This design comes from an exercise in tuning for small area, a short achievable clock period and few clock cycles per item on the open sky130 flow, not from production work.
At most, simulation tests tie the RTL to the original design; equivalence was not proved.

==> inputs of onyx <==
## wmbus_ctr_decrypt
module wmbus_ctr_decrypt (
    input  wire         clk,
    input  wire         rst,
    input  wire         start,
    input  wire [127:0] key,
    input  wire [111:0] iv,
    input  wire [7:0]   len,
    output wire         idle,
    input  wire         in_valid,
    input  wire [127:0] in_data,
    output wire         in_ready,
    output reg          out_valid,
    output reg  [127:0] out_data,
    output wire         done,
    output wire         crc_ok,
    output wire [15:0]  crc_calc,
    output wire [15:0]  crc_exp
);
export LEC_CHECK = 0
export CAP_MARGIN = 20
export CORE_MARGIN = 2
export CORE_UTILIZATION = 50
export PLACE_DENSITY = 0.65
export SETUP_SLACK_MARGIN = 2
export SLEW_MARGIN = 20
create_clock -name core_clock -period 8.0 [get_ports {clk}]
standard.sh (not shown) runs the stock make flow with config.mk's settings and CLKGATE_MAP_FILE= SYNTH_SCRIPT=/design/flow/synth_recipe.tcl, a recipe that flattens the netlist after the stock synthesis.
==> flow/flow/run.sh <==
#!/bin/bash
# Layout flow: the standard ORFS flow (standard.sh) with two changes:
#  - synthesis maps the logic with flow/abc.script (ABC area-oriented
#    mapping, no up-sizing or buffering at synthesis) instead of ORFS's
#    abc_speed.script; the synthesis passes, flattening and renaming are
#    synth_recipe.tcl's, unchanged;
#  - the port buffers that global placement inserts on every input and
#    output are sky130_fd_sc_hd__buf_1 instead of the default cell.
# Floorplan, power grid, placement, CTS and routing are the standard ones.
set -euo pipefail
W=$(pwd)
{
  echo 'proc abc {args} {'
  echo '  set i [lsearch -exact $args -script]'
  echo "  if {\$i >= 0} { lset args [expr {\$i + 1}] $W/flow/abc.script }"
  echo '  yosys abc {*}$args'
  echo '}'
  cat "$W/synth_recipe.tcl"
} > "$W/own_synth.tcl"
sed -e "s#SYNTH_SCRIPT=[^ ]*#SYNTH_SCRIPT=$W/own_synth.tcl 'BUFFER_PORTS_ARGS=-buffer_cell sky130_fd_sc_hd__buf_1'#" \
    "$W/standard.sh" > "$W/own_standard.sh"
grep -q "SYNTH_SCRIPT=$W/own_synth.tcl" "$W/own_standard.sh"
bash "$W/own_standard.sh" > "$W/orfs_make.log" 2>&1
==> flow/flow/abc.script <==
strash
&get -n
&st
&dch
&nf -R 30
&put
==> amber (differences from onyx) <==
--- a/flow/design.v
+++ b/flow/design.v
@@ -151,24 +151,29 @@
                 assign shifted[127-8*(r+4*c) -: 8] = sub[127-8*(r+4*((c+r)%4)) -: 8];
             end
         end
         for (c = 0; c < 4; c = c + 1) begin : g_mix
             wire [7:0] a0 = shifted[127-8*(4*c+0) -: 8];
             wire [7:0] a1 = shifted[127-8*(4*c+1) -: 8];
             wire [7:0] a2 = shifted[127-8*(4*c+2) -: 8];
             wire [7:0] a3 = shifted[127-8*(4*c+3) -: 8];
-            wire [7:0] x0 = {a0[6:0], 1'b0} ^ (a0[7] ? 8'h1b : 8'h00);
-            wire [7:0] x1 = {a1[6:0], 1'b0} ^ (a1[7] ? 8'h1b : 8'h00);
-            wire [7:0] x2 = {a2[6:0], 1'b0} ^ (a2[7] ? 8'h1b : 8'h00);
-            wire [7:0] x3 = {a3[6:0], 1'b0} ^ (a3[7] ? 8'h1b : 8'h00);
-            assign mixed[127-8*(4*c+0) -: 8] = x0 ^ (x1 ^ a1) ^ a2 ^ a3;
-            assign mixed[127-8*(4*c+1) -: 8] = a0 ^ x1 ^ (x2 ^ a2) ^ a3;
-            assign mixed[127-8*(4*c+2) -: 8] = a0 ^ a1 ^ x2 ^ (x3 ^ a3);
-            assign mixed[127-8*(4*c+3) -: 8] = (x0 ^ a0) ^ a1 ^ a2 ^ x3;
+            wire [7:0] d0 = a0 ^ a1;
+            wire [7:0] d1 = a1 ^ a2;
+            wire [7:0] d2 = a2 ^ a3;
+            wire [7:0] d3 = a3 ^ a0;
+            wire [7:0] t  = d0 ^ d2;
+            wire [7:0] x0 = {d0[6:0], 1'b0} ^ (d0[7] ? 8'h1b : 8'h00);
+            wire [7:0] x1 = {d1[6:0], 1'b0} ^ (d1[7] ? 8'h1b : 8'h00);
+            wire [7:0] x2 = {d2[6:0], 1'b0} ^ (d2[7] ? 8'h1b : 8'h00);
+            wire [7:0] x3 = {d3[6:0], 1'b0} ^ (d3[7] ? 8'h1b : 8'h00);
+            assign mixed[127-8*(4*c+0) -: 8] = (a0 ^ t) ^ x0;
+            assign mixed[127-8*(4*c+1) -: 8] = (a1 ^ t) ^ x1;
+            assign mixed[127-8*(4*c+2) -: 8] = (a2 ^ t) ^ x2;
+            assign mixed[127-8*(4*c+3) -: 8] = (a3 ^ t) ^ x3;
         end
     endgenerate
 endmodule
 module aes_key_step (
     input  wire [127:0] key_in,
     input  wire [7:0]   rcon,
     output wire [127:0] key_out
 );
@@ -214,39 +219,39 @@
     input  wire [111:0] iv,
     input  wire [7:0]   len,
     output wire         idle,
     input  wire         in_valid,
     input  wire [127:0] in_data,
     output wire         in_ready,
     output reg          out_valid,
     output reg  [127:0] out_data,
-    output wire         done,
+    output reg          done,
     output wire         crc_ok,
     output wire [15:0]  crc_calc,
-    output wire [15:0]  crc_exp
+    output reg  [15:0]  crc_exp
 );
     reg         act;         
     reg         p0;          
     reg         pre;         
+    reg         pst;         
     reg         run;         
     reg [3:0]   round;       
     reg [3:0]   blk;         
     reg         v9;          
     reg [7:0]   sb_in;       
     reg [7:0]   len_r;
     reg [127:0] state;
     reg [127:0] rk;          
     reg [127:0] k2;          
     reg [127:0] c1;          
     reg [15:0]  crc_r;
     reg [7:0]   rem;         
     reg [3:0]   ccnt;        
     reg         first;       
-    reg [15:0]  crc_exp_r;
     wire start_ok = start & idle;
     wire last_rnd = (round == 4'd10);
     wire take     = run & last_rnd & v9;
     assign idle     = ~act | done;
     assign in_ready = take;
     reg [7:0] rcon;
     always @(*) begin
         case (round)
@@ -300,19 +305,17 @@
     crc_word u_crc (
         .crc_in  (crc_r),
         .data    (out_data[127:112]),
         .n       (crc_n),
         .crc_out (crc_next)
     );
     wire [7:0] rem_dec  = (rem >= 8'd2) ? rem - 8'd2 : 8'd0;
     wire [7:0] rem_next = crc_on ? rem_dec : rem;
-    assign done     = act & ~p0 & ~pre & ~run & (rem_next == 8'd0);
-    assign crc_calc = ~crc_next;
-    assign crc_exp  = (crc_on & first) ? {out_data[119:112], out_data[127:120]} : crc_exp_r;
+    assign crc_calc = ~crc_r;
     assign crc_ok   = (len_r[7:1] != 7'd0) && (crc_calc == crc_exp);
     always @(posedge clk) begin
         if (last_rnd || p0)
             state <= {c1[127:96] ^ inj, c1[95:0]};
         else
             state <= round_out;
         if (start_ok) begin
             rk    <= {key[127:96], key[127:96] ^ key[95:64],
@@ -323,18 +326,18 @@
             rk    <= k2;
             round <= 4'd2;
         end else begin
             rk    <= next_key;
             round <= round + 4'd1;
         end
         if (start_ok)
             c1 <= {iv, 16'h0000} ^ key;
-        else if (pre)
-            c1 <= {round_out[127:96] ^ inj, round_out[95:0]};
+        else if (pst)
+            c1 <= {state[127:96] ^ inj, state[95:0]};
         if (pre)
             k2 <= next_key;
         if (start_ok)
             sb_in <= key[7:0];
         else if (round == 4'd9)
             sb_in <= k0_15 ^ {4'h0, in_valid ? blk + 4'd1 : blk};
         if (round == 4'd9)
             v9 <= in_valid;
@@ -346,42 +349,46 @@
         end
         if (start_ok)
             blk <= 4'd0;
         if (crc_on) begin
             crc_r <= crc_next;
             ccnt  <= ccnt - 4'd1;
             rem   <= rem_dec;
             if (first)
-                crc_exp_r <= {out_data[119:112], out_data[127:120]};
+                crc_exp <= {out_data[119:112], out_data[127:120]};
             first <= 1'b0;
         end
         if (take)
             ccnt <= 4'd8;
         if (start_ok)
             ccnt <= 4'd0;
         if (rst) begin
             act       <= 1'b0;
             p0        <= 1'b0;
             pre       <= 1'b0;
+            pst       <= 1'b0;
             run       <= 1'b0;
             ccnt      <= 4'd0;
             out_valid <= 1'b0;
+            done      <= 1'b0;
         end else begin
             out_valid <= take;
             p0        <= start_ok;
             pre       <= p0;
+            pst       <= pre;
+            done      <= act & ~done & ~start_ok & ~p0 & ~pre & ~run & (rem_next == 8'd0);
             if (start_ok) begin
                 act     <= 1'b1;
                 run     <= (len != 8'd0);
                 len_r   <= len;
                 rem     <= len;
                 first   <= 1'b1;
                 crc_r   <= 16'h0000;
-                crc_exp_r <= 16'h0000;
+                crc_exp <= 16'h0000;
             end else begin
                 if (done)
                     act <= 1'b0;
                 if (take && blk == last_blk)
                     run <= 1'b0;
             end
         end
     end
--- a/flow/config.mk
+++ b/flow/config.mk
@@ -4,10 +4,10 @@
 export VERILOG_FILES = /design/flow/design.v
 export SDC_FILE = /design/flow/constraint.sdc
 export NUM_CORES = 4
 export LEC_CHECK = 0
 export CAP_MARGIN = 20
 export CORE_MARGIN = 2
 export CORE_UTILIZATION = 50
 export PLACE_DENSITY = 0.65
-export SETUP_SLACK_MARGIN = 2
+export SETUP_SLACK_MARGIN = 2.5
 export SLEW_MARGIN = 20
==> comparison table <==
Number of standard cells in the final layout excluding fillers: amber 8911; onyx 8691
Buffers inserted during post-CTS setup optimization: amber 93; onyx 42
Layout buffering overhead excluding clock cells: amber 0.0761; onyx 0.0580
Clock skew: amber 0.0198 ns; onyx 0.0304 ns
Post-synthesis instance area: amber 0.0568 mm^2; onyx 0.0572 mm^2
Hold-critical path endpoint: amber state[34]$_DFF_P_; onyx state[49]$_DFF_P_
Placement row count: amber 123; onyx 124
Endpoint class of the critical path: amber flop; onyx output port
Outcome: amber no timing/DRC/antenna violations; onyx no timing/DRC/antenna violations
Sum of routed wire segments on met1: amber 98.2 mm; onyx 92.4 mm
No functional check of the RTL was part of any run of this note.


==> job 9676 <==
==> flow/design.v <==
module aes_sbox (
    input  wire [7:0] a,
    output wire [7:0] y
);
    wire U0 = a[7], U1 = a[6], U2 = a[5], U3 = a[4], U4 = a[3], U5 = a[2], U6 = a[1], U7 = a[0];
    wire T1, T2, T3, T4, T5, T6, T7, T8, T9, T10, T11, T12, T13, T14, T15, T16, T17, T18, T19, T20, T21, T22, T23, T24, T25, T26, T27, M1, M2, M3, M4, M5, M6, M7, M8, M9, M10, M11, M12, M13, M14, M15, M16, M17, M18, M19, M20, M21, M22, M23, M24, M25, M26, M27, M28, M29, M30, M31, M32, M33, M34, M35, M36, M37, M38, M39, M40, M41, M42, M43, M44, M45, M46, M47, M48, M49, M50, M51, M52, M53, M54, M55, M56, M57, M58, M59, M60, M61, M62, M63, L0, L1, L2, L3, L4, L5, L6, L7, L8, L9, L10, L11, L12, L13, L14, L15, L16, L17, L18, L19, L20, L21, L22, L23, L24, L25, L26, L27, L28, L29;
    wire S0, S1, S2, S3, S4, S5, S6, S7;
    assign T1 = U0 ^ U3;
    assign T2 = U0 ^ U5;
    assign T3 = U0 ^ U6;
    assign T4 = U3 ^ U5;
    assign T5 = U4 ^ U6;
    assign T6 = T1 ^ T5;
    assign T7 = U1 ^ U2;
    assign T8 = U7 ^ T6;
    assign T9 = U7 ^ T7;
    assign T10 = T6 ^ T7;
    assign T11 = U1 ^ U5;
    assign T12 = U2 ^ U5;
    assign T13 = T3 ^ T4;
    assign T14 = T6 ^ T11;
    assign T15 = T5 ^ T11;
    assign T16 = T5 ^ T12;
    assign T17 = T9 ^ T16;
    assign T18 = U3 ^ U7;
    assign T19 = T7 ^ T18;
    assign T20 = T1 ^ T19;
    assign T21 = U6 ^ U7;
    assign T22 = T7 ^ T21;
    assign T23 = T2 ^ T22;
    assign T24 = T2 ^ T10;
    assign T25 = T20 ^ T17;
    assign T26 = T3 ^ T16;
    assign T27 = T1 ^ T12;
    assign M1 = T13 & T6;
    assign M2 = T23 & T8;
    assign M3 = T14 ^ M1;
    assign M4 = T19 & U7;
    assign M5 = M4 ^ M1;
    assign M6 = T3 & T16;
    assign M7 = T22 & T9;
    assign M8 = T26 ^ M6;
    assign M9 = T20 & T17;
    assign M10 = M9 ^ M6;
    assign M11 = T1 & T15;
    assign M12 = T4 & T27;
    assign M13 = M12 ^ M11;
    assign M14 = T2 & T10;
    assign M15 = M14 ^ M11;
    assign M16 = M3 ^ M2;
    assign M17 = M5 ^ T24;
    assign M18 = M8 ^ M7;
    assign M19 = M10 ^ M15;
    assign M20 = M16 ^ M13;
    assign M21 = M17 ^ M15;
    assign M22 = M18 ^ M13;
    assign M23 = M19 ^ T25;
    assign M24 = M22 ^ M23;
    assign M25 = M22 & M20;
    assign M26 = M21 ^ M25;
    assign M27 = M20 ^ M21;
    assign M28 = M23 ^ M25;
    assign M29 = M28 & M27;
    assign M30 = M26 & M24;
    assign M31 = M20 & M23;
    assign M32 = M27 & M31;
    assign M33 = M27 ^ M25;
    assign M34 = M21 & M22;
    assign M35 = M24 & M34;
    assign M36 = M24 ^ M25;
    assign M37 = M21 ^ M29;
    assign M38 = M32 ^ M33;
    assign M39 = M23 ^ M30;
    assign M40 = M35 ^ M36;
    assign M41 = M38 ^ M40;
    assign M42 = M37 ^ M39;
    assign M43 = M37 ^ M38;
    assign M44 = M39 ^ M40;
    assign M45 = M42 ^ M41;
    assign M46 = M44 & T6;
    assign M47 = M40 & T8;
    assign M48 = M39 & U7;
    assign M49 = M43 & T16;
    assign M50 = M38 & T9;
    assign M51 = M37 & T17;
    assign M52 = M42 & T15;
    assign M53 = M45 & T27;
    assign M54 = M41 & T10;
    assign M55 = M44 & T13;
    assign M56 = M40 & T23;
    assign M57 = M39 & T19;
    assign M58 = M43 & T3;
    assign M59 = M38 & T22;
    assign M60 = M37 & T20;
    assign M61 = M42 & T1;
    assign M62 = M45 & T4;
    assign M63 = M41 & T2;
    assign L0 = M61 ^ M62;
    assign L1 = M50 ^ M56;
    assign L2 = M46 ^ M48;
    assign L3 = M47 ^ M55;
    assign L4 = M54 ^ M58;
    assign L5 = M49 ^ M61;
    assign L6 = M62 ^ L5;
    assign L7 = M46 ^ L3;
    assign L8 = M51 ^ M59;
    assign L9 = M52 ^ M53;
    assign L10 = M53 ^ L4;
    assign L11 = M60 ^ L2;
    assign L12 = M48 ^ M51;
    assign L13 = M50 ^ L0;
    assign L14 = M52 ^ M61;
    assign L15 = M55 ^ L1;
    assign L16 = M56 ^ L0;
    assign L17 = M57 ^ L1;
    assign L18 = M58 ^ L8;
    assign L19 = M63 ^ L4;
    assign L20 = L0 ^ L1;
    assign L21 = L1 ^ L7;
    assign L22 = L3 ^ L12;
    assign L23 = L18 ^ L2;
    assign L24 = L15 ^ L9;
    assign L25 = L6 ^ L10;
    assign L26 = L7 ^ L9;
    assign L27 = L8 ^ L10;
    assign L28 = L11 ^ L14;
    assign L29 = L11 ^ L17;
    assign S0 = L6 ^ L24;
    assign S1 = ~(L16 ^ L26);
    assign S2 = ~(L19 ^ L28);
    assign S3 = L6 ^ L21;
    assign S4 = L20 ^ L22;
    assign S5 = L25 ^ L29;
    assign S6 = ~(L13 ^ L27);
    assign S7 = ~(L6 ^ L23);
    assign y = {S0, S1, S2, S3, S4, S5, S6, S7};
endmodule
module aes_round (
    input  wire [127:0] state_in,
    output wire [127:0] shifted,
    output wire [127:0] mixed
);
    wire [127:0] sub;
    genvar i, r, c;
    generate
        for (i = 0; i < 16; i = i + 1) begin : g_sub
            aes_sbox u_sbox (.a(state_in[127-8*i -: 8]), .y(sub[127-8*i -: 8]));
        end
        for (r = 0; r < 4; r = r + 1) begin : g_row
            for (c = 0; c < 4; c = c + 1) begin : g_col
                assign shifted[127-8*(r+4*c) -: 8] = sub[127-8*(r+4*((c+r)%4)) -: 8];
            end
        end
        for (c = 0; c < 4; c = c + 1) begin : g_mix
            wire [7:0] a0 = shifted[127-8*(4*c+0) -: 8];
            wire [7:0] a1 = shifted[127-8*(4*c+1) -: 8];
            wire [7:0] a2 = shifted[127-8*(4*c+2) -: 8];
            wire [7:0] a3 = shifted[127-8*(4*c+3) -: 8];
            wire [7:0] x0 = {a0[6:0], 1'b0} ^ (a0[7] ? 8'h1b : 8'h00);
            wire [7:0] x1 = {a1[6:0], 1'b0} ^ (a1[7] ? 8'h1b : 8'h00);
            wire [7:0] x2 = {a2[6:0], 1'b0} ^ (a2[7] ? 8'h1b : 8'h00);
            wire [7:0] x3 = {a3[6:0], 1'b0} ^ (a3[7] ? 8'h1b : 8'h00);
            assign mixed[127-8*(4*c+0) -: 8] = x0 ^ (x1 ^ a1) ^ a2 ^ a3;
            assign mixed[127-8*(4*c+1) -: 8] = a0 ^ x1 ^ (x2 ^ a2) ^ a3;
            assign mixed[127-8*(4*c+2) -: 8] = a0 ^ a1 ^ x2 ^ (x3 ^ a3);
            assign mixed[127-8*(4*c+3) -: 8] = (x0 ^ a0) ^ a1 ^ a2 ^ x3;
        end
    endgenerate
endmodule
module aes_key_step (
    input  wire [127:0] key_in,
    input  wire [7:0]   rcon,
    output wire [127:0] key_out
);
    wire [31:0] w0 = key_in[127:96];
    wire [31:0] w1 = key_in[95:64];
    wire [31:0] w2 = key_in[63:32];
    wire [31:0] w3 = key_in[31:0];
    wire [31:0] rot = {w3[23:0], w3[31:24]};
    wire [31:0] subw;
    aes_sbox u_s0 (.a(rot[31:24]), .y(subw[31:24]));
    aes_sbox u_s1 (.a(rot[23:16]), .y(subw[23:16]));
    aes_sbox u_s2 (.a(rot[15:8]),  .y(subw[15:8]));
    aes_sbox u_s3 (.a(rot[7:0]),   .y(subw[7:0]));
    wire [31:0] t  = subw ^ {rcon, 24'h000000};
    wire [31:0] n0 = w0 ^ t;
    wire [31:0] n1 = w1 ^ n0;
    wire [31:0] n2 = w2 ^ n1;
    wire [31:0] n3 = w3 ^ n2;
    assign key_out = {n0, n1, n2, n3};
endmodule
module crc_word (
    input  wire [15:0] crc_in,
    input  wire [15:0] data,
    input  wire [1:0]  n,
    output wire [15:0] crc_out
);
    function [15:0] crc_byte(input [15:0] c, input [7:0] d);
        integer b;
        begin
            crc_byte = c ^ {d, 8'h00};
            for (b = 0; b < 8; b = b + 1)
                crc_byte = {crc_byte[14:0], 1'b0} ^ (crc_byte[15] ? 16'h3d65 : 16'h0000);
        end
    endfunction
    wire [15:0] one = crc_byte(crc_in, data[15:8]);
    wire [15:0] two = crc_byte(one, data[7:0]);
    assign crc_out = n[1] ? two : (n[0] ? one : crc_in);
endmodule
module wmbus_ctr_decrypt (
    input  wire         clk,
    input  wire         rst,
    input  wire         start,
    input  wire [127:0] key,
    input  wire [111:0] iv,
    input  wire [7:0]   len,
    output wire         idle,
    input  wire         in_valid,
    input  wire [127:0] in_data,
    output wire         in_ready,
    output reg          out_valid,
    output reg  [127:0] out_data,
    output reg          done,
    output wire         crc_ok,
    output wire [15:0]  crc_calc,
    output reg  [15:0]  crc_exp
);
    reg         act;         
    reg         pre;         
    reg         run;         
    reg [3:0]   round;       
    reg [3:0]   blk;         
    reg         v9;          
    reg [7:0]   sb_in;       
    reg [7:0]   len_r;
    reg [127:0] state;
    reg [127:0] rk;          
    reg [127:0] k1;          
    reg [127:0] c1;          
    reg [15:0]  crc_r;
    reg [7:0]   rem;         
    reg [3:0]   ccnt;        
    reg         first;       
    wire start_ok = start & idle;
    wire last_rnd = (round == 4'd10);
    wire take     = run & last_rnd & v9;
    assign idle     = ~act | done;
    assign in_ready = take;
    reg [7:0] rcon;
    always @(*) begin
        case (round)
            4'd1:    rcon = 8'h01;
            4'd2:    rcon = 8'h02;
            4'd3:    rcon = 8'h04;
            4'd4:    rcon = 8'h08;
            4'd5:    rcon = 8'h10;
            4'd6:    rcon = 8'h20;
            4'd7:    rcon = 8'h40;
            4'd8:    rcon = 8'h80;
            4'd9:    rcon = 8'h1b;
            4'd10:   rcon = 8'h36;
            default: rcon = 8'h00;
        endcase
    end
    wire [127:0] next_key;
    aes_key_step u_key (
        .key_in  (rk),
        .rcon    (rcon),
        .key_out (next_key)
    );
    wire [127:0] shifted, mixed;
    aes_round u_round (
        .state_in (state),
        .shifted  (shifted),
        .mixed    (mixed)
    );
    wire [127:0] round_out = mixed ^ next_key;
    wire [7:0] s15;
    aes_sbox u_s15 (.a(sb_in), .y(s15));
    wire [7:0] s15x2 = {s15[6:0], 1'b0} ^ (s15[7] ? 8'h1b : 8'h00);
    wire [31:0] inj  = {s15, s15, s15x2 ^ s15, s15x2};
    wire [7:0] k0_15 = k1[7:0] ^ k1[39:32];
    wire [3:0] last_blk = len_r[7:4] - {3'b000, (len_r[3:0] == 4'd0)};
    wire [127:0] pt_raw = shifted ^ next_key ^ in_data;
    wire [127:0] pt;
    genvar j;
    generate
        for (j = 0; j < 16; j = j + 1) begin : g_mask
            wire keep = (blk != last_blk) || (len_r[3:0] == 4'd0) || (len_r[3:0] > j);
            assign pt[127-8*j -: 8] = keep ? pt_raw[127-8*j -: 8] : 8'h00;
        end
    endgenerate
    wire        crc_on = (ccnt != 4'd0);
    wire [1:0]  crc_n  = (!crc_on || first) ? 2'd0 :
                         (rem >= 8'd2) ? 2'd2 : {1'b0, rem[0]};
    wire [15:0] crc_next;
    crc_word u_crc (
        .crc_in  (crc_r),
        .data    (out_data[127:112]),
        .n       (crc_n),
        .crc_out (crc_next)
    );
    wire [7:0] rem_dec  = (rem >= 8'd2) ? rem - 8'd2 : 8'd0;
    wire [7:0] rem_next = crc_on ? rem_dec : rem;
    assign crc_calc = ~crc_r;
    assign crc_ok   = (len_r[7:1] != 7'd0) && (crc_calc == crc_exp);
    always @(posedge clk) begin
        if (start_ok) begin
            state <= {iv, 16'h0000} ^ key;
            rk    <= key;
            round <= 4'd1;
        end else if (last_rnd) begin
            state <= {c1[127:96] ^ inj, c1[95:0]};
            rk    <= k1;
            round <= 4'd2;
        end else begin
            state <= round_out;
            rk    <= next_key;
            round <= round + 4'd1;
        end
        if (pre) begin
            k1 <= next_key;
            c1 <= {round_out[127:96] ^ inj, round_out[95:0]};
        end
        if (start_ok)
            sb_in <= key[7:0];
        else if (round == 4'd9)
            sb_in <= k0_15 ^ {4'h0, in_valid ? blk + 4'd1 : blk};
        if (round == 4'd9)
            v9 <= in_valid;
        if (take) begin
            out_data <= pt;
            blk      <= blk + 4'd1;
        end else begin
            out_data <= {out_data[111:0], 16'h0000};
        end
        if (start_ok)
            blk <= 4'd0;
        if (crc_on) begin
            crc_r <= crc_next;
            ccnt  <= ccnt - 4'd1;
            rem   <= rem_dec;
            if (first)
                crc_exp <= {out_data[119:112], out_data[127:120]};
            first <= 1'b0;
        end
        if (take)
            ccnt <= 4'd8;
        if (start_ok)
            ccnt <= 4'd0;
        if (rst) begin
            act       <= 1'b0;
            pre       <= 1'b0;
            run       <= 1'b0;
            ccnt      <= 4'd0;
            out_valid <= 1'b0;
            done      <= 1'b0;
        end else begin
            out_valid <= take;
            pre       <= start_ok;
            done      <= act & ~done & ~start_ok & ~pre & ~run & (rem_next == 8'd0);
            if (start_ok) begin
                act     <= 1'b1;
                run     <= (len != 8'd0);
                len_r   <= len;
                rem     <= len;
                first   <= 1'b1;
                crc_r   <= 16'h0000;
                crc_exp <= 16'h0000;
            end else begin
                if (done)
                    act <= 1'b0;
                if (take && blk == last_blk)
                    run <= 1'b0;
            end
        end
    end
endmodule
==> flow/run.sh <==
#!/bin/bash
# synth_recipe.tcl (not shown) runs the flow's synth.tcl, then flattens the netlist and writes it again
# the make line also repeats each setting of config.mk as NAME=value (left out here)
make -C /OpenROAD-flow-scripts/flow DESIGN_CONFIG=/design/flow/config.mk WORK_HOME=/design/flow/orfs CLKGATE_MAP_FILE= SYNTH_SCRIPT=/design/flow/synth_recipe.tcl finish
==> flow/config.mk <==
export PLATFORM = sky130hd
export DESIGN_NAME = wmbus_ctr_decrypt
export DESIGN_NICKNAME = wmbus_ctr_decrypt
export VERILOG_FILES = /design/flow/design.v
export SDC_FILE = /design/flow/constraint.sdc
export NUM_CORES = 4
export LEC_CHECK = 0
export CAP_MARGIN = 20
export CORE_MARGIN = 2
export CORE_UTILIZATION = 25
export PLACE_DENSITY = 0.5
export SLEW_MARGIN = 20
==> flow/constraint.sdc <==
create_clock -name core_clock -period 8.0 [get_ports {clk}]
set_input_delay 1.6000 -clock core_clock [delete_from_list [all_inputs] [get_ports {clk}]]
set_output_delay 1.6000 -clock core_clock [all_outputs]
set_load 0.01 [all_outputs]
==> job 8137 (differences from job 9676) <==
==> flow/design.v, changed modules only <==
module aes_key_step (
    input  wire [127:0] key_in,
    input  wire [7:0]   rcon,
    output wire [127:0] key_out
);
    wire [31:0] w0 = key_in[127:96];
    wire [31:0] w1 = key_in[95:64];
    wire [31:0] w2 = key_in[63:32];
    wire [31:0] w3 = key_in[31:0];
    wire [31:0] rot = {w3[23:0], w3[31:24]};
    wire [31:0] subw;
    aes_sbox u_s0 (.a(rot[31:24]), .y(subw[31:24]));
    aes_sbox u_s1 (.a(rot[23:16]), .y(subw[23:16]));
    aes_sbox u_s2 (.a(rot[15:8]),  .y(subw[15:8]));
    aes_sbox u_s3 (.a(rot[7:0]),   .y(subw[7:0]));
    wire [31:0] t   = subw ^ {rcon, 24'h000000};
    wire [31:0] p1  = w0 ^ w1;
    wire [31:0] p2  = p1 ^ w2;
    wire [31:0] p3  = p2 ^ w3;
    assign key_out = {w0 ^ t, p1 ^ t, p2 ^ t, p3 ^ t};
endmodule
module wmbus_ctr_decrypt (
    input  wire         clk,
    input  wire         rst,
    input  wire         start,
    input  wire [127:0] key,
    input  wire [111:0] iv,
    input  wire [7:0]   len,
    output wire         idle,
    input  wire         in_valid,
    input  wire [127:0] in_data,
    output wire         in_ready,
    output reg          out_valid,
    output reg  [127:0] out_data,
    output reg          done,
    output wire         crc_ok,
    output wire [15:0]  crc_calc,
    output reg  [15:0]  crc_exp
);
    reg         act;         
    reg         p0;          
    reg         pre;         
    reg         run;         
    reg [3:0]   round;       
    reg [3:0]   blk;         
    reg         v9;          
    reg [7:0]   sb_in;       
    reg [7:0]   len_r;
    reg [127:0] state;
    reg [127:0] rk;          
    reg [127:0] k2;          
    reg [127:0] c1;          
    reg [15:0]  crc_r;
    reg [7:0]   rem;         
    reg [3:0]   ccnt;        
    reg         first;       
    wire start_ok = start & idle;
    wire last_rnd = (round == 4'd10);
    wire take     = run & last_rnd & v9;
    assign idle     = ~act | done;
    assign in_ready = take;
    reg [7:0] rcon;
    always @(*) begin
        case (round)
            4'd0:    rcon = 8'h01;
            4'd1:    rcon = 8'h02;
            4'd2:    rcon = 8'h04;
            4'd3:    rcon = 8'h08;
            4'd4:    rcon = 8'h10;
            4'd5:    rcon = 8'h20;
            4'd6:    rcon = 8'h40;
            4'd7:    rcon = 8'h80;
            4'd8:    rcon = 8'h1b;
            4'd9:    rcon = 8'h36;
            default: rcon = 8'h00;
        endcase
    end
    wire [127:0] next_key;
    aes_key_step u_key (
        .key_in  (rk),
        .rcon    (rcon),
        .key_out (next_key)
    );
    wire [127:0] shifted, mixed;
    aes_round u_round (
        .state_in (state),
        .shifted  (shifted),
        .mixed    (mixed)
    );
    wire [127:0] round_out = mixed ^ rk;
    wire [7:0] s15;
    aes_sbox u_s15 (.a(sb_in), .y(s15));
    wire [7:0] s15x2 = {s15[6:0], 1'b0} ^ (s15[7] ? 8'h1b : 8'h00);
    wire [31:0] inj  = p0 ? 32'h0 : {s15, s15, s15x2 ^ s15, s15x2};
    wire [7:0] k0_15 = k2[7:0] ^ k2[71:64];
    wire [3:0] last_blk = len_r[7:4] - {3'b000, (len_r[3:0] == 4'd0)};
    wire [127:0] pt_raw = shifted ^ rk ^ in_data;
    wire [127:0] pt;
    genvar j;
    generate
        for (j = 0; j < 16; j = j + 1) begin : g_mask
            wire keep = (blk != last_blk) || (len_r[3:0] == 4'd0) || (len_r[3:0] > j);
            assign pt[127-8*j -: 8] = keep ? pt_raw[127-8*j -: 8] : 8'h00;
        end
    endgenerate
    wire        crc_on = (ccnt != 4'd0);
    wire [1:0]  crc_n  = (!crc_on || first) ? 2'd0 :
                         (rem >= 8'd2) ? 2'd2 : {1'b0, rem[0]};
    wire [15:0] crc_next;
    crc_word u_crc (
        .crc_in  (crc_r),
        .data    (out_data[127:112]),
        .n       (crc_n),
        .crc_out (crc_next)
    );
    wire [7:0] rem_dec  = (rem >= 8'd2) ? rem - 8'd2 : 8'd0;
    wire [7:0] rem_next = crc_on ? rem_dec : rem;
    assign crc_calc = ~crc_r;
    assign crc_ok   = (len_r[7:1] != 7'd0) && (crc_calc == crc_exp);
    always @(posedge clk) begin
        if (last_rnd || p0)
            state <= {c1[127:96] ^ inj, c1[95:0]};
        else
            state <= round_out;
        if (start_ok) begin
            rk    <= key;
            round <= 4'd0;
        end else if (last_rnd) begin
            rk    <= k2;
            round <= 4'd2;
        end else begin
            rk    <= next_key;
            round <= round + 4'd1;
        end
        if (start_ok)
            c1 <= {iv, 16'h0000} ^ key;
        else if (pre)
            c1 <= {round_out[127:96] ^ inj, round_out[95:0]};
        if (pre)
            k2 <= next_key;
        if (start_ok)
            sb_in <= key[7:0];
        else if (round == 4'd9)
            sb_in <= k0_15 ^ {4'h0, in_valid ? blk + 4'd1 : blk};
        if (round == 4'd9)
            v9 <= in_valid;
        if (take) begin
            out_data <= pt;
            blk      <= blk + 4'd1;
        end else begin
            out_data <= {out_data[111:0], 16'h0000};
        end
        if (start_ok)
            blk <= 4'd0;
        if (crc_on) begin
            crc_r <= crc_next;
            ccnt  <= ccnt - 4'd1;
            rem   <= rem_dec;
            if (first)
                crc_exp <= {out_data[119:112], out_data[127:120]};
            first <= 1'b0;
        end
        if (take)
            ccnt <= 4'd8;
        if (start_ok)
            ccnt <= 4'd0;
        if (rst) begin
            act       <= 1'b0;
            p0        <= 1'b0;
            pre       <= 1'b0;
            run       <= 1'b0;
            ccnt      <= 4'd0;
            out_valid <= 1'b0;
            done      <= 1'b0;
        end else begin
            out_valid <= take;
            p0        <= start_ok;
            pre       <= p0;
            done      <= act & ~done & ~start_ok & ~p0 & ~pre & ~run & (rem_next == 8'd0);
            if (start_ok) begin
                act     <= 1'b1;
                run     <= (len != 8'd0);
                len_r   <= len;
                rem     <= len;
                first   <= 1'b1;
                crc_r   <= 16'h0000;
                crc_exp <= 16'h0000;
            end else begin
                if (done)
                    act <= 1'b0;
                if (take && blk == last_blk)
                    run <= 1'b0;
            end
        end
    end
endmodule
==> flow/flow/run.sh (new file) <==
#!/bin/bash
# Layout flow: the standard ORFS flow, except that synthesis maps the
# logic with flow/abc.script (ABC area-oriented mapping, no up-sizing or
# buffering at synthesis) instead of ORFS's abc_speed.script. Everything
# else (the synthesis passes, flattening, renaming, floorplan, placement,
# CTS, routing) is the standard.sh unchanged.
set -euo pipefail
W=$(pwd)
{
  echo 'proc abc {args} {'
  echo '  set i [lsearch -exact $args -script]'
  echo "  if {\$i >= 0} { lset args [expr {\$i + 1}] $W/flow/abc.script }"
  echo '  yosys abc {*}$args'
  echo '}'
  cat "$W/synth_recipe.tcl"
} > "$W/own_synth.tcl"
sed "s#SYNTH_SCRIPT=[^ ]*#SYNTH_SCRIPT=$W/own_synth.tcl#" "$W/standard.sh" > "$W/own_standard.sh"
grep -q "SYNTH_SCRIPT=$W/own_synth.tcl" "$W/own_standard.sh"
bash "$W/own_standard.sh" > "$W/orfs_make.log" 2>&1
==> flow/flow/abc.script (new file) <==
strash
&get -n
&st
&dch
&nf -R 1000
&put
==> flow/standard.sh (new file) <==
#!/bin/bash
# synth_recipe.tcl (not shown) runs the flow's synth.tcl, then flattens the netlist and writes it again
# the make line also repeats each setting of config.mk as NAME=value (left out here)
make -C /OpenROAD-flow-scripts/flow DESIGN_CONFIG=/design/flow/config.mk WORK_HOME=/design/flow/orfs CLKGATE_MAP_FILE= SYNTH_SCRIPT=/design/flow/synth_recipe.tcl "${@:-finish}"
- CORE_UTILIZATION: 25 -> 50
- PLACE_DENSITY: 0.5 -> 0.65
removed: flow/run.sh
==> run summary <==
- Between job 8137 and job 9676, the lower worst setup slack is in job 9676 (gap 450 ps).
- Between job 9676 and job 8137, the lower hold slack is in job 8137 (gap 33 ps).
- In job 9676 the synthesized area is larger than in job 8137, by about 40%.
- Between job 8137 and job 9676, the lower via count is in job 8137 (gap 37%, measured against job 9676).
- Against job 8137, the register-to-register slack of job 9676 is worse by 450 ps.
==> figures <==
| item | job 8137 | job 9676 |
|---|---|---|
| Net count after synthesis | 6520 | 9315 |
| Met2 Wirelength | 96600 um | 170000 um |
| Multi-input gates | 5281 | 7404 |
| Fraction of synthesized area in multiplexers | 0.660% | 2.15% |
| Antenna violations before repair | 18 | 40 |
| Met2 track demand over resource in global routing | 59.8% | 36.9% |
| Status | finished clean | finished clean |
| Met3 Wirelength | 16600 um | 30800 um |
| Share of cell area taken by multi-input logic gates | 57.0% | 62.4% |
| Worst-case setup margin in the final layout | 714 ps | 260 ps |
| Sequential cell area | 17100 um^2 | 17100 um^2 |
| Mean post-synth cell area | 9.00 um^2 | 8.66 um^2 |
Testbench counts of job 9676, summed over its fixed seeds: cycles 25,269, blocks 2,579.
Function not checked in job 8137: the RTL went through the layout flow alone.

port drivers added, routing unchanged:
Ports are ideal in the flow. The routed layouts listed here were re-timed in OpenROAD. Step 1 (the two cells are an assumption about what drives the block):
set clk [get_ports {clk}]
set_driving_cell -lib_cell sky130_fd_sc_hd__clkbuf_16 $clk
set_driving_cell -lib_cell sky130_fd_sc_hd__buf_2 [delete_from_list [all_inputs] $clk]
Step 2 moves the port delays by t, midway between the first and last clock arrival at a register: inputs arrive t later, outputs are due t later. That takes back most of the time a late clock gives input paths. Three values: ideal ports, drivers, drivers and shift; two values: the first two.
| run | t (ns) | setup slack, ns | worst slew at a driven data input, ns |
|---|---|---|---|
| onyx | 0.753 | 1.421 / 1.339 / 2.092 | 0.10 |
| amber | 0.748 | 2.503 / 2.503 / 2.503 | 0.17 |
| job 9676 | 0.832 | 0.260 / 0.260 / 0.260 | 0.19 |
| job 8137 | 0.744 | 0.714 / 0.714 / 0.714 | 0.14 |
After both steps every run listed still meets setup and hold.
